This is an optimization exercise on Yosys and OpenROAD, whose aim is small area, a short achievable clock period and few clock cycles, not a production implementation.
Function was checked by simulation only, so behaviour that the tests miss may differ from the original.

**flow/design.v**
```verilog
module resolve_core (
    input  wire        clk,
    input  wire        rst,             
    input  wire        start,
    input  wire [9:0]  cand_lag,
    input  wire [9:0]  lag_min,
    input  wire [9:0]  max_dist,
    input  wire [7:0]  subthr_pct,
    output reg         busy,
    output reg  [9:0]  dt_addr,
    input  wire [9:0]  dt_data,
    output reg         done,
    output reg         err,
    output wire [9:0]  corr_lag,
    output wire [9:0]  divisor
);
    localparam PH_IDLE = 2'd0;
    localparam PH_DIVD = 2'd1;
    localparam PH_DIVT = 2'd2;
    localparam PH_RUN  = 2'd3;
    localparam T_NONE = 2'd0;
    localparam T_K1   = 2'd1;       
    localparam T_KW   = 2'd2;       
    reg [1:0]  ph;
    reg        kmode;               
    reg [9:0]  c_r;
    reg [11:0] th_t;
    reg [6:0]  th_r;
    reg [2:0]  mcnt;
    reg [1:0]  tgp;                 
    reg [2:0]  tkp;                 
    reg [9:0]  wdm1;
    reg [9:0]  wim1;
    reg [11:0] wr;
    reg [11:0] wb;                  
    reg [2:0]  ul;                  
    reg [12:0] ds;                  
    reg        ucont;               
    reg [2:0]  lp;                  
    reg [1:0]  ta_kind, tb_kind;
    reg        ta_last, tb_last;
    reg [9:0]  tb_dm1, tb_im1;
    reg [10:0] tb_r;
    reg [9:0]  kn;                  
    reg        res1;
    wire [9:0] tb_d = tb_dm1 + 10'd1;
    wire [9:0] tb_i = tb_im1 + 10'd1;
    assign divisor  = res1 ? 10'd1 : tb_d;
    assign corr_lag = res1 ? c_r : tb_i;
    function ge_c10;                
        input [9:0] x;
        input [9:0] k;
        integer j;
        reg r;
        begin
            r = 1'b1;
            for (j = 0; j < 10; j = j + 1)
                r = k[j] ? (x[j] & r) : (x[j] | r);
            ge_c10 = r;
        end
    endfunction
    function [12:0] den_sh;
        input [9:0] dm1;
        input [2:0] l;
        reg [18:0] v;
        begin
            case (l)
                3'd0:    v = {8'd0, dm1, 1'b0};
                3'd1:    v = {6'd0, dm1, 3'd0};
                3'd2:    v = {4'd0, dm1, 5'd0};
                3'd3:    v = {2'd0, dm1, 7'd0};
                default: v = {dm1, 9'd0};
            endcase
            den_sh = {|v[18:12], v[11:0]};
        end
    endfunction
    wire        big = ds[12];
    wire [14:0] d1  = {3'd0, ds[11:0]};
    wire [14:0] d2  = {2'd0, ds[11:0], 1'b0};
    wire [14:0] d4  = {1'd0, ds[11:0], 2'b0};
    wire [14:0] xa  = {3'd0, wr};
    wire [14:0] xb  = {3'd0, wb};
    wire [14:0] s0 = xa + xb;
    wire [14:0] s1 = xa + xb - d1;
    wire [14:0] s2 = xa + xb - d2;
    wire [14:0] s3 = xa + xb - d2 - d1;
    wire [14:0] s4 = xa + xb - d4;
    function sgn3;                  
        input [15:0] a, b, c;
        input cin;
        reg [15:0] s, cy;
        reg [14:0] g, p, g2, p2;
        integer i, k;
        begin
            s  = a ^ b ^ c;
            cy = {((a[14:0] & b[14:0]) | (a[14:0] & c[14:0]) | (b[14:0] & c[14:0])), 1'b0};
            g  = s[14:0] & cy[14:0];
            p  = s[14:0] | cy[14:0];
            g[0] = g[0] | (p[0] & cin);
            for (k = 1; k < 15; k = k * 2) begin
                g2 = g; p2 = p;
                for (i = k; i < 15; i = i + 1) begin
                    g2[i] = g[i] | (p[i] & g[i-k]);
                    p2[i] = p[i] & p[i-k];
                end
                g = g2; p = p2;
            end
            sgn3 = s[15] ^ cy[15] ^ g[14];
        end
    endfunction
    function sgn4;                  
        input [15:0] a, b, c, d;
        reg [15:0] s1, c1;
        begin
            s1 = a ^ b ^ c;
            c1 = {((a[14:0] & b[14:0]) | (a[14:0] & c[14:0]) | (b[14:0] & c[14:0])), 1'b1};
            sgn4 = sgn3(s1, c1, d, 1'b1);
        end
    endfunction
    wire [15:0] fa_ = {4'd0, wr};
    wire [15:0] fb_ = {4'd0, wb};
    wire [15:0] n1  = ~{4'd0, ds[11:0]};
    wire [15:0] n2  = ~{3'd0, ds[11:0], 1'b0};
    wire [15:0] n4  = ~{2'd0, ds[11:0], 2'b0};
    wire g1  = !big && !sgn3(fa_, fb_, n1, 1'b1);
    wire g2  = !big && !sgn3(fa_, fb_, n2, 1'b1);
    wire g3  = !big && !sgn4(fa_, fb_, n1, n2);
    wire ovf = !big && !sgn3(fa_, fb_, n4, 1'b1);
    wire [1:0]  dig  = {g2, (g1 && !g2) || g3};
    wire [11:0] urem = ({12{g3}}        & s3[11:0])
                     | ({12{g2 && !g3}} & s2[11:0])
                     | ({12{g1 && !g2}} & s1[11:0])
                     | ({12{!g1}}       & s0[11:0]);
    wire [7:0]  kq     = ucont ? kn[7:0] : 8'd0;
    wire [9:0]  u_q    = {kq, dig};
    wire [9:0]  addb    = kmode ? tb_im1 : {kq, 2'b00};
    wire [9:0]  bm0     = wim1 + addb;
    wire [7:0]  bh1     = bm0[9:2] + 8'd1;
    reg  [2:0]  lo_a, lo_b;         
    always @* begin
        case ({bm0[1:0], dig})
            4'b0000: begin lo_a = 3'd0; lo_b = 3'd1; end
            4'b0001: begin lo_a = 3'd1; lo_b = 3'd2; end
            4'b0010: begin lo_a = 3'd2; lo_b = 3'd3; end
            4'b0011: begin lo_a = 3'd3; lo_b = 3'd4; end
            4'b0100: begin lo_a = 3'd1; lo_b = 3'd2; end
            4'b0101: begin lo_a = 3'd2; lo_b = 3'd3; end
            4'b0110: begin lo_a = 3'd3; lo_b = 3'd4; end
            4'b0111: begin lo_a = 3'd4; lo_b = 3'd5; end
            4'b1000: begin lo_a = 3'd2; lo_b = 3'd3; end
            4'b1001: begin lo_a = 3'd3; lo_b = 3'd4; end
            4'b1010: begin lo_a = 3'd4; lo_b = 3'd5; end
            4'b1011: begin lo_a = 3'd5; lo_b = 3'd6; end
            4'b1100: begin lo_a = 3'd3; lo_b = 3'd4; end
            4'b1101: begin lo_a = 3'd4; lo_b = 3'd5; end
            4'b1110: begin lo_a = 3'd5; lo_b = 3'd6; end
            default: begin lo_a = 3'd6; lo_b = 3'd7; end
        endcase
    end
    wire [9:0]  im1_nx  = {lo_a[2] ? bh1 : bm0[9:2], lo_a[1:0]};
    wire [9:0]  i_nx    = {lo_b[2] ? bh1 : bm0[9:2], lo_b[1:0]};
    wire [2:0]  lqb = (|u_q[9:8]) ? 3'd4 : (|u_q[7:6]) ? 3'd3 : (|u_q[5:4]) ? 3'd2 :
                      (|u_q[3:2]) ? 3'd1 : 3'd0;
    wire        lq3 = (|u_q[9:8]) ? 1'b0 : (|u_q[7:6]) ? (&u_q[7:6]) : (|u_q[5:4]) ? (&u_q[5:4]) :
                      (&u_q[3:2]);
    wire [2:0]  lq  = lq3 ? lqb + 3'd1 : lqb;
    wire [9:0] md   = max_dist;            
    wire [10:1] mg;
    genvar gi;
    generate
        for (gi = 1; gi <= 10; gi = gi + 1) begin : g_md
            assign mg[gi] = ge_c10(md, gi * 100);
        end
    endgenerate
    wire [3:0] md_a = mg[10] ? 4'd10 : mg[9] ? 4'd9 : mg[8] ? 4'd8 : mg[7] ? 4'd7 :
                      mg[6] ? 4'd6 : mg[5] ? 4'd5 : mg[4] ? 4'd4 : mg[3] ? 4'd3 :
                      mg[2] ? 4'd2 : mg[1] ? 4'd1 : 4'd0;
    reg  [9:0] md_h;
    always @* begin
        case (md_a)
            4'd0: md_h = 10'd0;    4'd1: md_h = 10'd100;  4'd2: md_h = 10'd200;
            4'd3: md_h = 10'd300;  4'd4: md_h = 10'd400;  4'd5: md_h = 10'd500;
            4'd6: md_h = 10'd600;  4'd7: md_h = 10'd700;  4'd8: md_h = 10'd800;
            4'd9: md_h = 10'd900;  default: md_h = 10'd1000;
        endcase
    end
    wire [9:0] md_b = md - md_h;
    wire [1:0] tg   = tb_im1[7:6];
    wire [6:0] t_b  = tb_r[6:0];
    wire [3:0] t_a  = tb_r[10:7];
    wire [9:0] tp   = {1'b0, th_r, 2'b00} + (tg[1] ? {2'b0, t_b, 1'b0} : 10'd0)
                                         + (tg[0] ? {3'b0, t_b} : 10'd0);
    wire [6:1] tgk;
    generate
        for (gi = 1; gi <= 6; gi = gi + 1) begin : g_tk
            assign tgk[gi] = ge_c10(tp, gi * 100);
        end
    endgenerate
    wire [2:0] tk   = {tgk[4], (tgk[2] && !tgk[4]) || tgk[6],
                       (tgk[1] && !tgk[2]) || (tgk[3] && !tgk[4]) || (tgk[5] && !tgk[6])};
    reg  [9:0] tk_h;
    always @* begin
        case (tk)
            3'd0: tk_h = 10'd0;    3'd1: tk_h = 10'd100;  3'd2: tk_h = 10'd200;
            3'd3: tk_h = 10'd300;  3'd4: tk_h = 10'd400;  3'd5: tk_h = 10'd500;
            default: tk_h = 10'd600;
        endcase
    end
    wire [9:0]  tr_n = tp - tk_h;
    wire [11:0] tt_n = {th_t[9:0], 2'b00} + (tgp[1] ? {7'd0, t_a, 1'b0} : 12'd0)
                                        + (tgp[0] ? {8'd0, t_a} : 12'd0) + {9'd0, tkp};
    wire is_weak = (th_t[11:10] == 2'b00) && (dt_data > th_t[9:0]);
    wire b_k1     = (tb_kind == T_K1);
    wire b_kw     = (tb_kind == T_KW);
    wire b_d2     = (tb_dm1 == 10'd1);
    wire in_run   = (ph == PH_RUN);
    wire flush_k1 = in_run && b_k1 && !is_weak && !b_d2;
    wire fail_kw  = in_run && b_kw && is_weak;
    wire end_k1   = b_k1 && b_d2;
    wire end_kw   = b_kw && !is_weak && tb_last;
    wire end_run  = in_run && (end_k1 || end_kw);
    wire w_ge3    = |wdm1[9:1];
    wire flow_go  = in_run && !kmode && w_ge3 && !flush_k1 && !end_run;
    wire issue_kw = in_run && kmode && !fail_kw && !end_kw && (kn != 10'd0);
    wire tb_upd   = in_run && !kmode && !flush_k1 && !end_run;
    wire thr_ok   = (mcnt >= 3'd4);
    wire        step_done = !ovf && (ul == 3'd0);
    wire [9:0]  sh_dm1 = fail_kw ? tb_dm1 : (step_done ? wdm1 - 10'd1 : wdm1);
    wire [2:0]  sh_l   = fail_kw ? lp : (ovf ? ul + 3'd1 : ((ul != 3'd0) ? ul - 3'd1 : lq));
    wire [12:0] ds_var = den_sh(sh_dm1, sh_l);
    always @(posedge clk) begin
        if (rst) begin
            ph <= PH_IDLE; kmode <= 1'b0;
            busy <= 1'b0; done <= 1'b0; err <= 1'b0;
            res1 <= 1'b0; dt_addr <= 10'd0;
            c_r <= 10'd0; tgp <= 2'd0; tkp <= 3'd0; th_t <= 12'd0; th_r <= 7'd0; mcnt <= 3'd7;
            wdm1 <= 10'd0; wim1 <= 10'd0; wr <= 12'd0; wb <= 12'd0;
            ul <= 3'd0; ucont <= 1'b0; lp <= 3'd0; ds <= 13'd0;
            ta_kind <= T_NONE; tb_kind <= T_NONE; ta_last <= 1'b0; tb_last <= 1'b0;
            tb_dm1 <= 10'd0; tb_im1 <= 10'd0; tb_r <= 11'd0;
            kn <= 10'd0;
        end else begin
            done <= 1'b0;
            if (mcnt != 3'd0 && mcnt <= 3'd5) begin
                th_t   <= tt_n;
                th_r   <= tr_n[6:0];
                tgp    <= tg;
                tkp    <= tk;
                tb_im1 <= {tb_im1[7:0], 2'b00};
                mcnt   <= mcnt + 3'd1;
            end
            tb_kind <= (flush_k1 || fail_kw || end_run) ? T_NONE : ta_kind;
            tb_last <= ta_last;
            if (tb_upd) begin
                tb_dm1 <= wdm1;
                tb_im1 <= wim1;
                tb_r   <= wr[10:0];
            end
            ta_kind <= T_NONE;
            ta_last <= 1'b0;
            case (ph)
                PH_IDLE: begin
                    if (start) begin
                        if (lag_min == 10'd0) begin
                            done <= 1'b1;
                            err  <= 1'b1;
                        end else begin
                            busy   <= 1'b1;
                            err    <= 1'b0;
                            c_r    <= cand_lag;
                            tb_im1 <= {2'b0, subthr_pct};
                            tb_r   <= {md_a, md_b[6:0]};
                            th_t   <= 12'd0;
                            tgp    <= 2'd0;
                            tkp    <= 3'd0;
                            th_r   <= 7'd0;
                            mcnt   <= 3'd1;
                            wdm1   <= lag_min;
                            wim1   <= lag_min - 10'd1;
                            wr     <= {1'b0, cand_lag, 1'b0};
                            wb     <= 12'd0;
                            ul     <= 3'd2;
                            ds     <= den_sh(lag_min, 3'd2);
                            kn     <= 10'd0;
                            ucont  <= 1'b1;
                            kmode  <= 1'b0;
                            lp     <= 3'd0;
                            ph     <= PH_DIVD;
                        end
                    end
                end
                PH_DIVD: begin
                    if (ovf) begin
                        ul <= ul + 3'd1;
                        ds <= ds_var;
                    end else if (ul != 3'd0) begin
                        wr <= urem;
                        kn <= {kq, dig};
                        ul <= ul - 3'd1;
                        ds <= ds_var;
                    end else if (!(|u_q[9:1])) begin
                        res1     <= 1'b1;
                        busy     <= 1'b0;
                        done     <= 1'b1;
                        ucont    <= 1'b0;
                        ph       <= PH_IDLE;
                    end else begin
                        wdm1  <= u_q;
                        ds    <= {2'b0, u_q, 1'b0};
                        wr    <= urem;
                        wb    <= {2'b0, u_q};
                        ucont <= 1'b0;
                        ph    <= PH_DIVT;
                    end
                end
                PH_DIVT, PH_RUN: begin
                    if (end_run) begin
                        res1  <= end_k1 && is_weak;
                        busy  <= 1'b0;
                        done  <= 1'b1;
                        kmode <= 1'b0;
                        ucont <= 1'b0;
                        ph    <= PH_IDLE;
                    end else if (flush_k1) begin
                        wdm1  <= tb_d;
                        ds    <= {2'b0, tb_d, 1'b0};
                        wim1  <= tb_im1;
                        wr    <= {1'b0, tb_r};
                        wb    <= {1'b0, tb_r} + {2'b0, tb_dm1} + 12'd1;
                        kn    <= tb_dm1 - 10'd1;
                        kmode <= 1'b1;
                        ucont <= 1'b0;
                        ul    <= 3'd0;
                    end else if (fail_kw) begin
                        wdm1  <= tb_dm1;
                        wim1  <= tb_im1;
                        wr    <= {1'b0, tb_r};
                        wb    <= {1'b0, tb_im1, 1'b1};
                        kmode <= 1'b0;
                        ucont <= 1'b0;
                        ul    <= lp;
                        ds    <= ds_var;
                    end else if (issue_kw) begin
                        wr      <= urem;
                        wim1    <= im1_nx;
                        dt_addr <= i_nx;
                        kn      <= kn - 10'd1;
                        ta_kind <= T_KW;
                        ta_last <= (kn == 10'd1);
                    end else if (flow_go || ph == PH_DIVT) begin
                        if (ovf) begin
                            if (!ucont) begin
                                wr <= s0[11:0];
                                wb <= 12'd0;
                                kn <= 10'd0;
                            end
                            ul    <= ul + 3'd1;
                            ds    <= ds_var;
                            ucont <= 1'b1;
                        end else if (ul != 3'd0) begin
                            wr    <= urem;
                            wb    <= 12'd0;
                            kn    <= {kq, dig};
                            ul    <= ul - 3'd1;
                            ds    <= ds_var;
                            ucont <= 1'b1;
                        end else if (ph == PH_RUN || thr_ok) begin
                            wdm1    <= wdm1 - 10'd1;
                            wim1    <= im1_nx;
                            wr      <= urem;
                            wb      <= {1'b0, im1_nx, 1'b1};
                            dt_addr <= i_nx;
                            ta_kind <= T_K1;
                            ucont   <= 1'b0;
                            lp      <= lq;
                            ul      <= lq;
                            ds      <= ds_var;
                            ph      <= PH_RUN;
                        end
                    end
                end
                default: ;
            endcase
        end
    end
endmodule
```
**flow/run.sh**
```bash
#!/bin/bash
# synth_recipe.tcl (not shown) runs the flow's synth.tcl, then flattens the netlist and writes it again
# the make line also repeats each setting of config.mk as NAME=value (left out here)
make -C /OpenROAD-flow-scripts/flow DESIGN_CONFIG=/design/flow/config.mk WORK_HOME=/design/flow/orfs CLKGATE_MAP_FILE= SYNTH_SCRIPT=/design/flow/synth_recipe.tcl finish
```
**flow/config.mk**
```make
export PLATFORM = sky130hd
export DESIGN_NAME = resolve_core
export DESIGN_NICKNAME = resolve_core
export VERILOG_FILES = /design/flow/design.v
export SDC_FILE = /design/flow/constraint.sdc
export NUM_CORES = 4
export LEC_CHECK = 0
export CAP_MARGIN = 5
export CORE_MARGIN = 2
export CORE_UTILIZATION = 50
export SETUP_SLACK_MARGIN = 5
export SLEW_MARGIN = 5
export TNS_END_PERCENT = 100
```
**flow/constraint.sdc**
```tcl
create_clock -name core_clock -period 10.0 [get_ports {clk}]
set_input_delay 2.0000 -clock core_clock [delete_from_list [all_inputs] [get_ports {clk}]]
set_output_delay 2.0000 -clock core_clock [all_outputs]
set_load 0.01 [all_outputs]
```
==> results of run 1 <==
==> cell type report <==
cell class	count	area share
Sequential cell	164	0.1630
Tap cell	455	0.02807
Clock buffer	22	0.02387
Clock inverter	10	0.004812
Multi-Input combinational cell	1863	0.6705
Timing Repair Buffer	160	0.07785
Inverter	171	0.03183
==> flip-flops by register name, indices dropped and copies added (netlist names), 3 cells and up <==
name,cells
mcnt,3
wb,12
tb_r,11
tkp,3
tb_dm1,10
c_r,10
dt_addr,10
tb_im1,10
th_t,12
ul,3
wdm1,10
ds,12
wim1,10
kn,10
wr,12
lp,3
th_r,7
==> critical path, delay by kind of cell <==
kind                     cells  cell delay (ps)
AO/OA/AOI/OAI                8             2190
adder cells (fa/ha/maj)      1              310
buffers and inverters        2              580
AND/OR/NAND/NOR              2              320
==> Yosys cell counts, types with 6 or more instances <==
library cell    n
a2111oi_0       9
a211o_1        13
a211oi_1       54
a21boi_0        9
a21o_1         26
a21oi_1       168
a221o_1         6
a221oi_1       12
a222oi_1        9
a22oi_1        13
a311oi_1       30
a31o_2          7
a31oi_1        35
and2_1         23
and3_1         15
buf_1          10
clkbuf_1      116
dfxtp_1       164
fa_1           59
ha_1          144
inv_1         167
mux2i_1        31
nand2_1       279
nand2b_1       32
nand3_1        62
nand4_1        11
nor2_1        201
nor2b_1        39
nor3_1         59
nor4_1         18
o2111ai_1       6
o211ai_1       35
o21a_1         22
o21ai_0       136
o221ai_1       12
o22ai_1        33
o2bb2ai_1       6
o311ai_0        6
o31ai_1        14
o32ai_1         6
or2_2           6
or3_1          15
xnor2_1        69
xor2_1         54
==> layer usage <==
layer  global-route usage  vias to the layer above
met5                    0                        -
met4               0.1691                       10
met3              0.08744                      274
met2               0.5803                     1016
met1               0.4832                     8935
li1                     -                     8471
==> cell usage in the layout (no fill, tap or decap), types with 9 or more instances in the layout <==
cell,instances
nand2_1,274
nor2_1,198
inv_1,163
a21oi_1,155
dfxtp_1,147
ha_1,141
o21ai_0,126
clkdlybuf4s50_1,77
xnor2_1,60
buf_4,60
nand3_1,59
nor3_1,58
fa_1,57
xor2_1,50
a211oi_1,49
nor2b_1,39
o211ai_1,35
o22ai_1,33
nand2b_1,32
a31oi_1,31
a311oi_1,27
mux2i_1,27
a21o_1,25
and2_1,22
o21a_1,22
clkbuf_16,20
dfxtp_2,16
nor4_1,14
and3_1,14
a22oi_1,13
or3_1,12
o221ai_1,12
a211o_1,11
nand4_1,11
a21oi_2,10
o31ai_1,10
a221oi_1,10
a222oi_1,9
==> timing repair <==
action	in CTS	in global routing
hold endpoints to repair	0	0
gates cloned	3	6
resized for setup	120	81
setup buffers	11	32
pin swaps	16	25
endpoints found under the setup margin	109	96
==> per-stage QoR <==
step / worst slack, ps / instance area [um2]
after floorplan: 5013 / 17240
after global placement: 3902 / 18380
after detailed placement: 3804 / 18380
after CTS: 5007 / 19560
after global routing: 4754 / 20280
final: 4965 / 20280
==> worst max path at each step <==
stage | slack, ps | from | end | depth (start not counted)
detailed placement | 3800 | dt_data[3] | wdm1[1]$_SDFFE_PP0P_ | 13
floorplan | 5010 | dt_data[8] | wb[11]$_SDFFE_PP0P_ | 15
CTS | 5010 | tb_im1[7]$_SDFF_PP0_ | th_r[6]$_SDFF_PP0_ | 24
global placement | 3900 | dt_data[3] | wdm1[1]$_SDFFE_PP0P_ | 13
global route | 4750 | wr[2]$_SDFFE_PP0P_ | wr[10]$_SDFFE_PP0P_ | 20
finish | 4970 | dt_data[3] | wb[3]$_SDFFE_PP0P_ | 13
==> cell families (layout without fill, tap and decap cells) <==
kind of cell / Yosys count / after routing / synth area share
XOR/XNOR: 123 / 123 / 0.06248
buffers and inverters: 301 / 363 / 0.06632
adder cells (fa/ha/maj): 206 / 206 / 0.1748
AND/OR/NAND/NOR: 782 / 783 / 0.2081
flip-flops: 164 / 164 / 0.1904
AO/OA/AOI/OAI: 712 / 714 / 0.2753
multiplexers: 37 / 37 / 0.02257
==> impl_metrics.toml, run 1 <==
[run_status]
status = "complete, no violations"

[yosys]
netlist_area_mm2 = 0.01724
synth_warnings = 1
synth.distinct_cells = 86
synth.yosys.seq_area_share = 0.1904
ranking_of_synthesized_cells_by_area = "dfxtp_1 19%, ha_1 10%, fa_1 6.9%"
synth-seq-cells = 164
post_synth.cell_area_avg_um2 = 7.416
async_flop_share = 0
synth_top_area_share = 0.1904
synth_top_cell_by_area = "dfxtp_1"
synth_enable_flop_cells = 0
synth_top_flop_cell = "dfxtp_1"
syn-instance-count = 2325
synthesized_net_count = 2579

[floorplan]
row_count = 68
design.die.area_mm2 = 0.03599
die_height_um = 189.7
floorplan.initialDensity = 0.5029
chip_width_um = 189.7
floorplan.io_pins = 84
core_region_area_mm2 = 0.03429

[detailed_routing]
met2_routed_wl_um = 30240
detail_route.iter0.violations = 2039
drt.antenna.violating_nets = 0
route.final.wire_length_um = 69030
top_signal_layer_used = "met5"
wire_length_per_cell_um = 24.26
via_count = 18710
drt_pass1_iterations = 9
m1WireLength_um = 27900
route.detailed.vias_per_inst = 6.575
sum_of_met3_wire_segment_lengths_after_detailed_routing_um = 7224
drc_errors = 0

[cts]
tritoncts = "done"
clk_root_buffer_cell = "clkbuf_16"
numCtsBuffers = 17
worst_setup_hold_path_clk_slew_ps = 70
cts_num_sinks = 164
h-tree-depth = 4
cts_max_path_buffers = 2
cts_hold_repair.buffers = 0
worstSkewPairLatency_ps = 460

[timing]
hold_ws_ps = 427.8
max-slew-margin-rel = 0.1699
timing.final.max_slew_violations = 0
setup_tns_ps = 0
max_clock_freq_mhz = 198.6
setup_viol_count_final = 0
worst_slew_pin_slew_ps = 1243
minimum_clock_period_ps = 5035
timing.final.crit_share = 0.5035
unrepaired_setup_endpoints_after_global_routing = "true"
hold_viol = 0
worst_clock_skew_ps = 16.99

[critical_path]
capture_point_of_the_worst_reg_to_reg_path = "wb[8]$_SDFFE_PP0P_"
critical_path_required_ps = 10360
worstPathArrival_ps = 5390
worst_r2r_startpoint = "wr[8]$_SDFFE_PP0P_"
worstRegToRegCells = 22
timing.critical_path.slowest_cell_delay_ps = 420
timing.critical_path.fanout_max = 19
timing.setup.critical_path_class = "in2reg"
cp_cell_sequence = "clkdlybuf4s50_1, ha_1, and4_1, a31oi_1, o21ai_1, a21o_4, a211o_4, buf_12, a31oi_2, o221ai_1, o22ai_1, nor2_1, a211oi_1"
setup.worst_path.end_class = "flip-flop"
worstSetupStartpointType = "input port"
slowest_stage = "a31oi_2"
reg2reg_setup_slack_ps = 5020

[global_route]
grt_overflow = 0
first_global_vias = 17510
grt_start_max_net_pins = 61
grtUsageTotal = 0.3701
grt_antenna_before_repair = 5
first_pass_grt_wire_length_um = 102400

[finish]
instances_no_fill = 2845
flow.area_growth_from_synthesis_pct = 17.63
final.fill_count = 3239
multi_input_area_mm2 = 0.01360
final_layout_size_suffix_gt1_frac = 0.1126
post-route-util = 0.5915
final_net_count = 2631
insertedDiodeCount = 0
register_area_mm2 = 0.003307

[placement]
hpwlAfterDp_um = 50280
globalplace.congestion = 0.9692
io_buf_count = 83
place.detailed.instances = 2761

[worst_hold_path]
worst_hold_startpoint = "ta_kind[1]$_SDFF_PP0_"
timing.hold.worst.class = "reg2reg"
min_to = "tb_kind[1]$_SDFF_PP0_"
hold-path-cell-count = 1

[flow_run]
drv_cap = 0
Testbench counts, summed over its fixed seeds: cycles 9,371.
==> inputs of run 2 (changes only) <==
--- a/flow/config.mk
+++ b/flow/config.mk
@@ -7,3 +7,4 @@
 export LEC_CHECK = 0
-export CAP_MARGIN = 5
+export ABC_CLOCK_PERIOD_IN_PS = 4000
+export CAP_MARGIN = 20
 export CORE_MARGIN = 2
@@ -11,3 +12,3 @@
 export SETUP_SLACK_MARGIN = 5
-export SLEW_MARGIN = 5
+export SLEW_MARGIN = 20
 export TNS_END_PERCENT = 100
==> run 2 against run 1 <==
  * Register-to-register slack worse by 30 ps
  * First-iteration DRC count is 1.1% higher
  * Critical endpoint is now wb[8]$_SDFFE_PP0P_
  * Highest routed layer unchanged
==> impl_metrics.toml, run 2 <==
[placement]
dpl-instance-area_mm2 = 0.01838
globalplace.congestion = 0.9692
io_buf_count = 83
place.detailed.instances = 2761
hpwlAfterDp_um = 50280

[finish]
layout_common_cells = "274 x nand2_1, 197 x nor2_1, 163 x inv_1, 154 x a21oi_1, 146 x dfxtp_1"
post-route-util = 0.5935
final.fill_count = 3222
flow.area_growth_from_synthesis_pct = 18.03
final_layout_size_suffix_gt1_frac = 0.1158
final_net_count = 2633
instances_no_fill = 2848
layout.cells.most_common = "nand2_1"
finalInstanceArea_mm2 = 0.02035

[cts]
numCtsBuffers = 17
clk_root_buffer_cell = "clkbuf_16"
worst_setup_hold_path_clk_slew_ps = 70
h-tree-depth = 4
tritoncts = "done"
cts_max_path_buffers = 2
cts_num_sinks = 164
worstSkewPairLatency_ps = 460

[yosys]
synth-seq-cells = 164
netlist_top_cells_count = "279 x nand2_1, 201 x nor2_1, 168 x a21oi_1, 167 x inv_1, 164 x dfxtp_1"
syn-instance-count = 2325
async_flop_share = 0
netlist_area_mm2 = 0.01724
synth.distinct_cells = 86
post_synth.cell_area_avg_um2 = 7.416
synth_top_flop_cell = "dfxtp_1"
synth_top_area_share = 0.1904
synth.most_common_cell = "nand2_1"
synth.yosys.seq_area_share = 0.1904
synth_top_cell_by_area = "dfxtp_1"
synthesized_net_count = 2579
synth_warnings = 1
synth_enable_flop_cells = 0
ranking_of_synthesized_cells_by_area = "dfxtp_1 19%, ha_1 10%, fa_1 6.9%"

[detailed_routing]
via_count = 18760
detail_route.iter0.violations = 2062
drt_pass1_iterations = 9
route.detailed.vias_per_inst = 6.585
drc_errors = 0
drt.antenna.violating_nets = 0
route.final.wire_length_um = 69200
wire_length_per_cell_um = 24.30

[critical_path]
setup.worst_path.end_class = "flip-flop"
timing.critical_path.slowest_cell_delay_ps = 550
timing.critical_path.max_delay_family = "compound AO/OA/AOI/OAI gates"
worst_r2r_startpoint = "wb[3]$_SDFFE_PP0P_"
timing.setup.critical_path_class = "reg2reg"
capture_point_of_the_worst_reg_to_reg_path = "wb[8]$_SDFFE_PP0P_"
timing.critical_path.fanout_max = 5
cp_cell_sequence = "inv_1, fa_1, inv_1, fa_1, inv_1, a2bb2oi_2, a2111oi_4, nor4_1, nor3_1, buf_4, a21boi_2, buf_6, clkinvlp_4, ha_1, nor2_1, a21oi_1, nand2_2, o31ai_4, nand4_1, xor2_1, o21ai_2, nand3_1, a221oi_1"
worstRegToRegCells = 23
reg2reg_setup_slack_ps = 4990
worstSetupStartpointType = "flip-flop"
crit_top_cell = "inv_1"
slowest_stage = "fa_1"
worstPathArrival_ps = 5360
path_buf_inv = 6
critical_path_required_ps = 10360

[timing]
hold_viol = 0
max-slew-margin-rel = 0.3329
unrepaired_setup_endpoints_after_global_routing = "true"
worst_clock_skew_ps = 18.01
timing.final.max_slew_violations = 0
timing.final.crit_share = 0.5005
worst_slew_pin_slew_ps = 998.5
max_clock_freq_mhz = 199.8
minimum_clock_period_ps = 5005
setup_tns_ps = 0
setup_viol_count_final = 0

[global_route]
grt_overflow = 0
first_global_vias = 17510
first_pass_grt_wire_length_um = 102400
grt_antenna_before_repair = 6
grtUsageTotal = 0.3701
grt_start_max_net_pins = 61

[floorplan]
floorplan.initialDensity = 0.5029
row_count = 68
core_region_area_mm2 = 0.03429
floorplan.io_pins = 84
die_height_um = 189.7
chip_width_um = 189.7
design.die.area_mm2 = 0.03599

[worst_hold_path]
worst_hold_startpoint = "ta_kind[1]$_SDFF_PP0_"
timing.hold.worst.class = "reg2reg"
hold-path-cell-count = 1
min_to = "tb_kind[1]$_SDFF_PP0_"

[flow_run]
drv_cap = 0

[run_status]
status = "complete, no violations"
## run 2: cell type report
class,count,area (um2),share of cell area
antenna,1,2.502,0.0001230
clock buffer,22,484.2,0.02379
clock inverter,10,97.59,0.004796
inverter,171,645.6,0.03172
multi-input combinational,1863,13640,0.6701
sequential,164,3308,0.1626
tap,455,569.3,0.02797
timing repair buffer,162,1607,0.07894
## run 2: metal layers
metal,part of all wire,global-route usage,routed length [um]
met5,0.0014,0,98
met3,0.10,0.08744,7249
met4,0.049,0.1691,3421
met2,0.44,0.5803,30440
met1,0.40,0.4832,28000
## run 2: timing repair
item | 4_1_cts | 5_1_grt
setup buffers | 11 | 34
hold buffers | 0 | 0
pin swaps | 16 | 25
endpoints found under the setup margin | 109 | 96
gates cloned | 3 | 6
resized for setup | 120 | 89
## run 2: logic make-up after synthesis
logic type	share of synthesized area
AND/OR/NAND/NOR	0.2081
multiplexers	0.02257
AO/OA/AOI/OAI	0.2753
adder cells (fa/ha/maj)	0.1748
flip-flops	0.1904
XOR/XNOR	0.06248
buffers and inverters	0.06632
## run 2: stage by stage
stage	hold slack (ps)	worst slack (ps)
5_1_grt	436.3	4754
3_5_place_dp	413.0	3804
2_1_floorplan	405.7	5013
4_1_cts	429.6	5007
6_report	427.5	4995
3_3_place_gp	413.1	3902
## run 2: worst max-delay path by stage
stage,start,endpoint,slack (ps),depth (start not counted)
floorplan,dt_data[8],wb[11]$_SDFFE_PP0P_,5010,15
global route,wr[2]$_SDFFE_PP0P_,wr[10]$_SDFFE_PP0P_,4750,20
detailed placement,dt_data[3],wdm1[1]$_SDFFE_PP0P_,3800,13
finish,wb[3]$_SDFFE_PP0P_,wb[8]$_SDFFE_PP0P_,4990,23
global placement,dt_data[3],wdm1[1]$_SDFFE_PP0P_,3900,13
CTS,tb_im1[7]$_SDFF_PP0_,th_r[6]$_SDFF_PP0_,5010,24
==> inputs of run 3 (changes only) <==
==> flow/flow/run.sh (new file) <==
#!/bin/bash
# The standard layout, with plain buffers (buf_2) on the ports instead of the
# buffer ORFS picks by default. Everything else is the standard flow.
set -euo pipefail
export BUFFER_PORTS_ARGS="-buffer_cell sky130_fd_sc_hd__buf_2"
bash standard.sh > standard.log 2>&1
==> flow/standard.sh (new file) <==
#!/bin/bash
# synth_recipe.tcl (not shown) runs the flow's synth.tcl, then flattens the netlist and writes it again
# the make line also repeats each setting of config.mk as NAME=value (left out here)
make -C /OpenROAD-flow-scripts/flow DESIGN_CONFIG=/design/flow/config.mk WORK_HOME=/design/flow/orfs CLKGATE_MAP_FILE= SYNTH_SCRIPT=/design/flow/synth_recipe.tcl "${@:-finish}"
--- a/flow/config.mk
+++ b/flow/config.mk
@@ -7,4 +7,3 @@
 export LEC_CHECK = 0
-export ABC_CLOCK_PERIOD_IN_PS = 4000
-export CAP_MARGIN = 20
+export CAP_MARGIN = 5
 export CORE_MARGIN = 2
@@ -12,3 +11,3 @@
 export SETUP_SLACK_MARGIN = 5
-export SLEW_MARGIN = 20
+export SLEW_MARGIN = 5
 export TNS_END_PERCENT = 100
removed: flow/run.sh
==> run 3 against run 2 <==
  * Still clean
  * Final cell count is 0.67% lower
  * Die area stayed put
  * Clock-buffer cell count stayed put
  * Via count is 2.2% lower
  * Hold slack better by 4.9 ps
  * Sequential cell count stayed put
  * Setup slack better by 92 ps
  * First-iteration DRC count is 4.6% lower
  * Critical path type is now in2reg
  * Highest routed layer unchanged
==> impl_metrics.toml, run 3 <==
[critical_path]
timing.setup.critical_path_class = "in2reg"
timing.critical_path.slowest_cell_delay_ps = 370
critical_path.startpoint = "dt_data[3]"
setup.worst_path.end_class = "flip-flop"
worst_r2r_startpoint = "wr[0]$_SDFFE_PP0P_"
reg2reg_setup_slack_ps = 5120
worstRegToRegCells = 20
capture_point_of_the_worst_reg_to_reg_path = "wr[10]$_SDFFE_PP0P_"
timing.critical_path.fanout_max = 20
worstPathArrival_ps = 5230
endpoint = "wr[9]$_SDFFE_PP0P_"
worstSetupStartpointType = "input port"
cp_cell_sequence = "buf_2, ha_1, and4_1, a31oi_1, o21ai_0, a21o_2, a211oi_2, buf_4, nor3_1, buf_4, a31o_2, a221oi_2, buf_4, buf_2, a41oi_1"
crit_top_cell = "buf_4"
critical_path_required_ps = 10310
slowest_stage = "buf_4"

[yosys]
synth_top_cell_by_area = "dfxtp_1"
synthesized_net_count = 2579
async_flop_share = 0
syn-instance-count = 2325
synth.distinct_cells = 86
netlist_top_cells_count = "279 x nand2_1, 201 x nor2_1, 168 x a21oi_1, 167 x inv_1, 164 x dfxtp_1"
ranking_of_synthesized_cells_by_area = "dfxtp_1 19%, ha_1 10%, fa_1 6.9%"
synth_enable_flop_cells = 0
synth.most_common_cell = "nand2_1"
netlist_area_mm2 = 0.01724
post_synth.cell_area_avg_um2 = 7.416
synth_top_flop_cell = "dfxtp_1"
synth_warnings = 1
synth-seq-cells = 164
synth.yosys.seq_area_share = 0.1904
synth_top_area_share = 0.1904

[worst_hold_path]
timing.hold.worst.class = "reg2reg"

[global_route]
grt_antenna_before_repair = 2
grtUsageTotal = 0.3741
grt_start_max_net_pins = 64
first_pass_grt_wire_length_um = 102700
grt_overflow = 0
first_global_vias = 17270

[cts]
numCtsBuffers = 17
cts_max_path_buffers = 2
h-tree-depth = 4
cts_hold_repair.buffers = 0
tritoncts = "done"
cts_num_sinks = 164
clk_root_buffer_cell = "clkbuf_16"
worst_setup_hold_path_clk_slew_ps = 70
worstSkewPairLatency_ps = 460

[floorplan]
design.die.area_mm2 = 0.03599
chip_width_um = 189.7
floorplan.initialDensity = 0.5029
die_height_um = 189.7
floorplan.io_pins = 84
core_region_area_mm2 = 0.03429
row_count = 68

[detailed_routing]
wire_length_per_cell_um = 24.02
top_signal_layer_used = "met5"
route.final.wire_length_um = 67960
sum_of_met3_wire_segment_lengths_after_detailed_routing_um = 6384
drt.antenna.violating_nets = 0
via_count = 18340
route.detailed.vias_per_inst = 6.484
drc_errors = 0
met2_routed_wl_um = 29850
detail_route.iter0.violations = 1967
drt_pass1_iterations = 7
m1WireLength_um = 28350

[finish]
final_layout_size_suffix_gt1_frac = 0.1449
register_area_mm2 = 0.003321
layout.cells.most_common = "nand2_1"
finalInstanceArea_mm2 = 0.01958
final.fill_count = 3305
flow.area_growth_from_synthesis_pct = 13.54
final_net_count = 2615
instances_no_fill = 2829
layout_common_cells = "277 x nand2_1, 195 x nor2_1, 158 x inv_1, 155 x a21oi_1, 142 x dfxtp_1"
insertedDiodeCount = 0
multi_input_area_mm2 = 0.01355

[timing]
max-slew-margin-rel = 0.2645
worst_clock_skew_ps = 12.71
worst_slew_pin_slew_ps = 1080
timing.final.crit_share = 0.4913
hold_viol = 0
setup_tns_ps = 0
max_clock_freq_mhz = 203.5
unrepaired_setup_endpoints_after_global_routing = "true"
setup_viol_count_final = 0
minimum_clock_period_ps = 4913
timing.final.max_slew_violations = 0

[flow_run]
drv_cap = 0

[placement]
dpl-instance-area_mm2 = 0.01800
hpwlAfterDp_um = 50650
io_buf_count = 83
globalplace.congestion = 0.9594
place.detailed.instances = 2765

[run_status]
status = "complete, no violations"
## run 3: cell counts after synthesis
Identical to the previous run, type by type.
## run 3: area by class of cell
| type | count | area share |
|---|---|---|
| Clock inverter | 10 | 0.004985 |
| Timing Repair Buffer | 146 | 0.04729 |
| Sequential cell | 164 | 0.1696 |
| Clock buffer | 22 | 0.02422 |
| Tap cell | 455 | 0.02908 |
| Multi-Input combinational cell | 1861 | 0.6920 |
| Inverter | 171 | 0.03279 |
## run 3: per-layer routing
layer,vias to the layer above,global-route usage
met4,2,0.1744
met3,218,0.07840
met1,8749,0.5010
met2,948,0.5775
li1,8426,-
met5,-,0
## run 3: worst min path at each step
stage / slack [ps] / to / from / cells after the start
floorplan: 410 / tb_kind[0]$_SDFF_PP0_ / ta_kind[0]$_SDFF_PP0_ / 1
global placement: 420 / tb_kind[0]$_SDFF_PP0_ / ta_kind[0]$_SDFF_PP0_ / 1
detailed placement: 420 / tb_kind[1]$_SDFF_PP0_ / ta_kind[1]$_SDFF_PP0_ / 1
CTS: 440 / tb_kind[1]$_SDFF_PP0_ / ta_kind[1]$_SDFF_PP0_ / 1
global route: 460 / tb_kind[1]$_SDFF_PP0_ / ta_kind[1]$_SDFF_PP0_ / 1
finish: 430 / tb_kind[1]$_SDFF_PP0_ / ta_kind[1]$_SDFF_PP0_ / 1
## run 3: what timing repair did
action                                  4_1_cts  5_1_grt
resized for setup                            48      136
pin swaps                                     7       40
endpoints found under the setup margin       54       82
endpoints found under the hold margin         0        0
gates cloned                                  0        2
setup buffers                                 8       22
## run 3: critical path, delay by kind of cell
family,cells,cell delay (ps)
AO/OA/AOI/OAI,7,1410
adder cells (fa/ha/maj),1,300
buffers and inverters,5,1150
AND/OR/NAND/NOR,2,350
## run 3: logic make-up (layout without fill, tap and decap cells)
| family | Yosys count | after routing | share of synthesized area |
|---|---|---|---|
| DFF | 164 | 164 | 0.1904 |
| AOI/OAI and AO/OA | 712 | 713 | 0.2753 |
| muxes | 37 | 37 | 0.02257 |
| xor gates and xnor gates | 123 | 123 | 0.06248 |
| buffers and inverters | 301 | 349 | 0.06632 |
| adders and majority gates | 206 | 206 | 0.1748 |
| and+or+nand+nor | 782 | 782 | 0.2081 |
## run 3: stage by stage
stage	hold slack, ps	util	setup WS, ps
6_report	432.4	0.5710	5087
4_1_cts	440.5	0.5488	4830
3_3_place_gp	423.3	0.5250	4427
5_1_grt	457.9	0.5710	4917
2_1_floorplan	405.7	-	5013
3_5_place_dp	424.5	0.5250	4239
==> inputs of run 4 (changes only) <==
--- a/flow/config.mk
+++ b/flow/config.mk
@@ -10,2 +10,3 @@
 export CORE_UTILIZATION = 50
+export CTS_BUF_LIST = sky130_fd_sc_hd__clkbuf_8
 export SETUP_SLACK_MARGIN = 5
==> run 4 against run 3 <==
  * Still clean
  * Register-to-register slack improved by 40 ps
  * Die area stayed put
  * Hold slack improved by 6.3 ps
  * Area after synthesis is the same
  * Utilization down 0.29 points
  * Critical path depth stayed put
  * First-iteration DRC count rose by 0.46%
  * Final cell count up 0.25%
  * Clock-buffer cell count down 2
  * Synthesized cell count unchanged
  * Setup slack improved by 42 ps
  * Critical path type unchanged
==> impl_metrics.toml, run 4 <==
[cts]
worstSkewPairLatency_ps = 530
cts_hold_repair.buffers = 0
clk_root_buffer_cell = "clkbuf_8"
h-tree-depth = 4
tritoncts = "done"
cts_num_sinks = 164
cts_max_path_buffers = 2
numCtsBuffers = 17
worst_setup_hold_path_clk_slew_ps = 90

[timing]
minimum_clock_period_ps = 4870
max-slew-margin-rel = 0.2492
timing.final.crit_share = 0.4870
hold_viol = 0
timing.final.max_slew_violations = 0
setup_tns_ps = 0
worst_clock_skew_ps = 27.77
worst_slew_pin_slew_ps = 1124
max_clock_freq_mhz = 205.3
setup_viol_count_final = 0
unrepaired_setup_endpoints_after_global_routing = "true"

[yosys]
synthesized_net_count = 2579
synth_compound_area_frac = 0.2753
syn-instance-count = 2325
synth_top_flop_cell = "dfxtp_1"
ranking_of_synthesized_cells_by_area = "dfxtp_1 19%, ha_1 10%, fa_1 6.9%"
synth_top_cell_by_area = "dfxtp_1"
synth_top_area_share = 0.1904
synth_top_family_by_area = "compound AO/OA/AOI/OAI gates"
netlist_area_mm2 = 0.01724
synth_enable_flop_cells = 0
post_synth.cell_area_avg_um2 = 7.416
synth_warnings = 1
synth.most_common_cell = "nand2_1"
async_flop_share = 0
synth-seq-cells = 164
synth.yosys.seq_area_share = 0.1904
synth-simple-area-share = 0.2081
netlist_top_cells_count = "279 x nand2_1, 201 x nor2_1, 168 x a21oi_1, 167 x inv_1, 164 x dfxtp_1"
synth_xor_area_frac = 0.06248
synth_adder_area_share = 0.1748
synth.distinct_cells = 86
synth.area.mux_share = 0.02257

[detailed_routing]
drt_pass1_iterations = 7
route.detailed.vias_per_inst = 6.494
route.final.wire_length_um = 68500
via_count = 18420
wire_length_per_cell_um = 24.15
drc_errors = 0
detail_route.iter0.violations = 1976
drt.antenna.violating_nets = 0

[global_route]
grt_antenna_before_repair = 4
grt_start_max_net_pins = 64
grt_overflow = 0
grtUsageTotal = 0.3747
first_global_vias = 17210
first_pass_grt_wire_length_um = 102800

[floorplan]
core_region_area_mm2 = 0.03429
die_height_um = 189.7
chip_width_um = 189.7
floorplan.io_pins = 84
row_count = 68
design.die.area_mm2 = 0.03599
floorplan.initialDensity = 0.5029

[placement]
io_buf_count = 83
globalplace.congestion = 0.9594
hpwlAfterDp_um = 50650
place.detailed.instances = 2765

[critical_path]
timing.setup.critical_path_class = "in2reg"
reg2reg_setup_slack_ps = 5160
setup.worst_path.end_class = "flip-flop"
worstPathArrival_ps = 5250
worstSetupStartpointType = "input port"
timing.critical_path.fanout_max = 20
critical_path_required_ps = 10380

[flow_run]
drv_cap = 0

[run_status]
status = "complete, no violations"

[worst_hold_path]
timing.hold.worst.class = "reg2reg"

[finish]
post-route-util = 0.5681
insertedDiodeCount = 0
layout_common_cells = "277 x nand2_1, 195 x nor2_1, 158 x inv_1, 156 x a21oi_1, 141 x dfxtp_1"
layout.cells.most_common = "nand2_1"
final_net_count = 2622
final.fill_count = 3307
final_layout_size_suffix_gt1_frac = 0.1487
flow.area_growth_from_synthesis_pct = 12.96
register_area_mm2 = 0.003322
instances_no_fill = 2836
multi_input_area_mm2 = 0.01356
## run 4: cell counts after synthesis
Identical to the previous run, type by type.
## run 4: timing repair
item	4_1_cts	5_1_grt
resized for setup	51	138
pin swaps	7	48
cloned	0	2
buffers inserted	10	27
endpoints found under the setup margin	41	83
## run 4: final timing paths
check / startpoint / endpoint / cells after the start
max: dt_data[3] / wr[9]$_SDFFE_PP0P_ / 15
min: ta_kind[1]$_SDFF_PP0_ / tb_kind[1]$_SDFF_PP0_ / 1
max reg2reg: tb_im1[7]$_SDFF_PP0_ / th_r[6]$_SDFF_PP0_ / 23
min reg2reg: ta_kind[1]$_SDFF_PP0_ / tb_kind[1]$_SDFF_PP0_ / 1
## run 4: kinds of logic after synthesis
kind of cell | count (synthesis)
multiplexers | 37
AO/OA/AOI/OAI | 712
AND/OR/NAND/NOR | 782
XOR/XNOR | 123
flip-flops | 164
buffers and inverters | 301
adder cells (fa/ha/maj) | 206
## run 4: final cells by class
class,instances,area share
Inverter,171,0.03295
Timing Repair Buffer,153,0.05165
Clock buffer,20,0.01413
Multi-Input combinational cell,1861,0.6961
Clock inverter,12,0.005396
Sequential cell,164,0.1706
Tap cell,455,0.02923
## run 4: critical path, stage by stage
cell	delay, ps
buf_2	100
ha_1	300
and4_1	230
a31oi_1	160
o21ai_0	130
a21o_1	300
a211oi_2	250
buf_4	380
nor3_1	130
buf_4	210
a31o_2	250
a221oi_2	220
buf_4	190
buf_2	280
a41oi_1	140
## run 4: routing by layer
metal  share of wire  vias to the layer above  track usage
met1            0.42                     8774       0.4998
met2            0.44                      962       0.5821
li1                -                     8445            -
met5         0.00066                        -            0
met4           0.053                        6       0.1780
met3           0.091                      230      0.07452
## run 4: through the flow
step           instance area (um2)  setup slack, ps  hold WS, ps
2_1_floorplan                17240             5013        405.7
3_3_place_gp                 18000             4427        423.3
3_5_place_dp                 18000             4239        424.5
4_1_cts                      18650             4914        446.3
5_1_grt                      19480             4962        464.4
6_report                     19480             5130        438.7
==> inputs of run 5 (changes only) <==
--- a/flow/config.mk
+++ b/flow/config.mk
@@ -10,3 +10,3 @@
 export CORE_UTILIZATION = 50
-export CTS_BUF_LIST = sky130_fd_sc_hd__clkbuf_8
+export CTS_BUF_LIST = sky130_fd_sc_hd__clkbuf_8 sky130_fd_sc_hd__clkbuf_4
 export SETUP_SLACK_MARGIN = 5
==> run 5 against run 4 <==
  * Hold slack gained 1.7 ps
  * Critical path depth shrank 3
  * Sequential share of layout area is essentially flat
  * Global-route usage is essentially flat
  * Utilization is essentially flat
  * Clock-buffer cell count grew 2
  * Fmax shrank 1.4%
  * First-iteration DRC count grew 1.7%
==> impl_metrics.toml, run 5 <==
[cts]
h-tree-depth = 4
cts_max_path_buffers = 2
clk_root_buffer_cell = "clkbuf_8"
tritoncts = "done"
cts_num_sinks = 164
worstSkewPairLatency_ps = 530
numCtsBuffers = 17
worst_setup_hold_path_clk_slew_ps = 100
cts_hold_repair.buffers = 0

[yosys]
netlist_top_cells_count = "279 x nand2_1, 201 x nor2_1, 168 x a21oi_1, 167 x inv_1, 164 x dfxtp_1"
synth_top_cell_by_area = "dfxtp_1"
synth_top_flop_cell = "dfxtp_1"
synth.distinct_cells = 86
syn-instance-count = 2325
ranking_of_synthesized_cells_by_area = "dfxtp_1 19%, ha_1 10%, fa_1 6.9%"
async_flop_share = 0
synth-seq-cells = 164
netlist_area_mm2 = 0.01724
synthesized_net_count = 2579
synth.most_common_cell = "nand2_1"
synth.yosys.seq_area_share = 0.1904
post_synth.cell_area_avg_um2 = 7.416
synth_enable_flop_cells = 0
synth_top_area_share = 0.1904
synth_warnings = 1

[finish]
layout.cells.most_common = "nand2_1"
insertedDiodeCount = 0
final_layout_size_suffix_gt1_frac = 0.1486
multi_input_area_mm2 = 0.01354
finalInstanceArea_mm2 = 0.01947
register_area_mm2 = 0.003324
post-route-util = 0.5678
final_net_count = 2623
final.fill_count = 3311
instances_no_fill = 2837
flow.area_growth_from_synthesis_pct = 12.90
layout_common_cells = "277 x nand2_1, 195 x nor2_1, 156 x inv_1, 156 x a21oi_1, 141 x dfxtp_1"

[critical_path]
setup.worst_path.end_class = "flip-flop"
timing.critical_path.fanout_max = 12
critical_path.startpoint = "dt_data[8]"
worstSetupStartpointType = "input port"
worstPathArrival_ps = 5390
worst_r2r_startpoint = "wr[1]$_SDFFE_PP0P_"
timing.setup.critical_path_class = "in2reg"
critical_path_required_ps = 10450

[floorplan]
floorplan.initialDensity = 0.5029
core_region_area_mm2 = 0.03429
row_count = 68
die_height_um = 189.7
floorplan.io_pins = 84
design.die.area_mm2 = 0.03599
chip_width_um = 189.7

[placement]
placement.setup.worst_slack_ps = 4239
io_buf_count = 83
globalplace.congestion = 0.9594
hpwlAfterDp_um = 50650
place.detailed.instances = 2765
dpl-instance-area_mm2 = 0.01800

[worst_hold_path]
timing.hold.worst.class = "reg2reg"
worst_hold_startpoint = "ta_kind[1]$_SDFF_PP0_"

[global_route]
first_pass_grt_wire_length_um = 102900
grt_overflow = 0
grt_antenna_before_repair = 4
grtUsageTotal = 0.3749
grt_start_max_net_pins = 64
first_global_vias = 17200

[detailed_routing]
detail_route.iter0.violations = 2009
drc_errors = 0
route.final.wire_length_um = 68460
drt.antenna.violating_nets = 0
drt_pass1_iterations = 7
via_count = 18440
route.detailed.vias_per_inst = 6.498
wire_length_per_cell_um = 24.13

[timing]
fin_ws_ps = 5063
minimum_clock_period_ps = 4937
unrepaired_setup_endpoints_after_global_routing = "true"
worst_slew_pin_slew_ps = 1101
worst_clock_skew_ps = 22.82
setup_viol_count_final = 0
setup_tns_ps = 0
hold_ws_ps = 440.4
timing.final.crit_share = 0.4937
timing.final.max_slew_violations = 0
max-slew-margin-rel = 0.2643
hold_viol = 0
max_clock_freq_mhz = 202.5

[flow_run]
drv_cap = 0

[run_status]
status = "complete, no violations"
==> run 5: cell types whose count changed in the layout (fill, tap and decap cells not counted), sizes merged <==
| cell | before | now |
|---|---|---|
| buf | 152 | 153 |
| clkbuf | 21 | 23 |
| inv | 171 | 169 |
==> run 5: area by class of cell <==
type,count,share of cell area
clock inverters,10,0.005013
inverters,171,0.03297
multi-input cells,1861,0.6957
well taps,455,0.02924
flip-flops and latches,164,0.1708
clock buffers,22,0.01491
repair buffers,154,0.05142
==> run 5: critical path, stage by stage <==
cell and delay [ps]:
buf_2 100, ha_1 300, and4_1 240, nand4_1 120, and2_1 270, and2_1 200
or3_1 590, a21oi_2 680, nor2_1 110, o31a_1 140, or4_1 490, a21oi_1 150
==> run 5: metal layers <==
layer,up-vias,part of all wire,track usage
met1,8799,0.41,0.4993
met3,217,0.095,0.07563
met2,961,0.44,0.5824
met4,6,0.051,0.1789
met5,-,0.00064,0
li1,8453,-,-
==> run 5: cells by family (layout without fill, tap and decap cells) <==
kind of cell | after synthesis | after routing | share of synthesized area
fa+ha+maj | 206 | 206 | 0.1748
xor+xnor | 123 | 123 | 0.06248
flops | 164 | 164 | 0.1904
buf+inv | 301 | 357 | 0.06632
mux | 37 | 37 | 0.02257
compound gates | 712 | 713 | 0.2753
simple gates | 782 | 782 | 0.2081
==> run 5: worst paths after layout <==
check                           to  slack, ps  depth (start not counted)
max             ucont$_SDFFE_PP0P_       5060                         12
min          tb_kind[1]$_SDFF_PP0_        440                          1
max reg2reg    wr[10]$_SDFFE_PP0P_       5150                         20
min reg2reg  tb_kind[1]$_SDFF_PP0_        440                          1
==> run 5: repair_timing <==
item / 4_1_cts / 5_1_grt
buffers inserted: 10 / 28
pin swaps: 7 / 45
gates cloned: 0 / 2
gates resized for setup: 51 / 135
setup endpoints to repair: 40 / 81

-- what the ideal ports hide --
The flow's constraints put no driver on any port. The routed layouts listed below were extracted and timed again, unchanged, in two steps.
Step 1 (the two cells are an assumption about what drives the block):
set clk [get_ports {clk}]
set_driving_cell -lib_cell sky130_fd_sc_hd__clkbuf_16 $clk
set_driving_cell -lib_cell sky130_fd_sc_hd__buf_2 [delete_from_list [all_inputs] $clk]
Step 2, shift: input delay + t, output delay - t, t = (earliest + latest rising clock arrival at the registers) / 2. This alone moves slack from input paths to output paths.
Slacks: ideal / step 1 / step 2; pairs: ideal / step 1.
| run | t, ns | slack for setup (ns) | worst setup path after step 2 |
|---|---|---|---|
| run 1 | 0.508 | 4.965 / 5.000 / 4.491 | input to register |
| run 2 | 0.511 | 4.995 / 4.995 / 4.596 | input to register |
| run 3 | 0.510 | 5.087 / 5.119 / 4.616 | input to register |
| run 4 | 0.573 | 5.130 / 5.165 / 4.592 | input to register |
| run 5 | 0.575 | 5.063 / 5.096 / 4.522 | input to register |
After both steps every run listed still meets setup and hold. The setup slack of run 5, which loses most, moves by +0.033 ns with the drivers and by -0.541 ns with both steps.
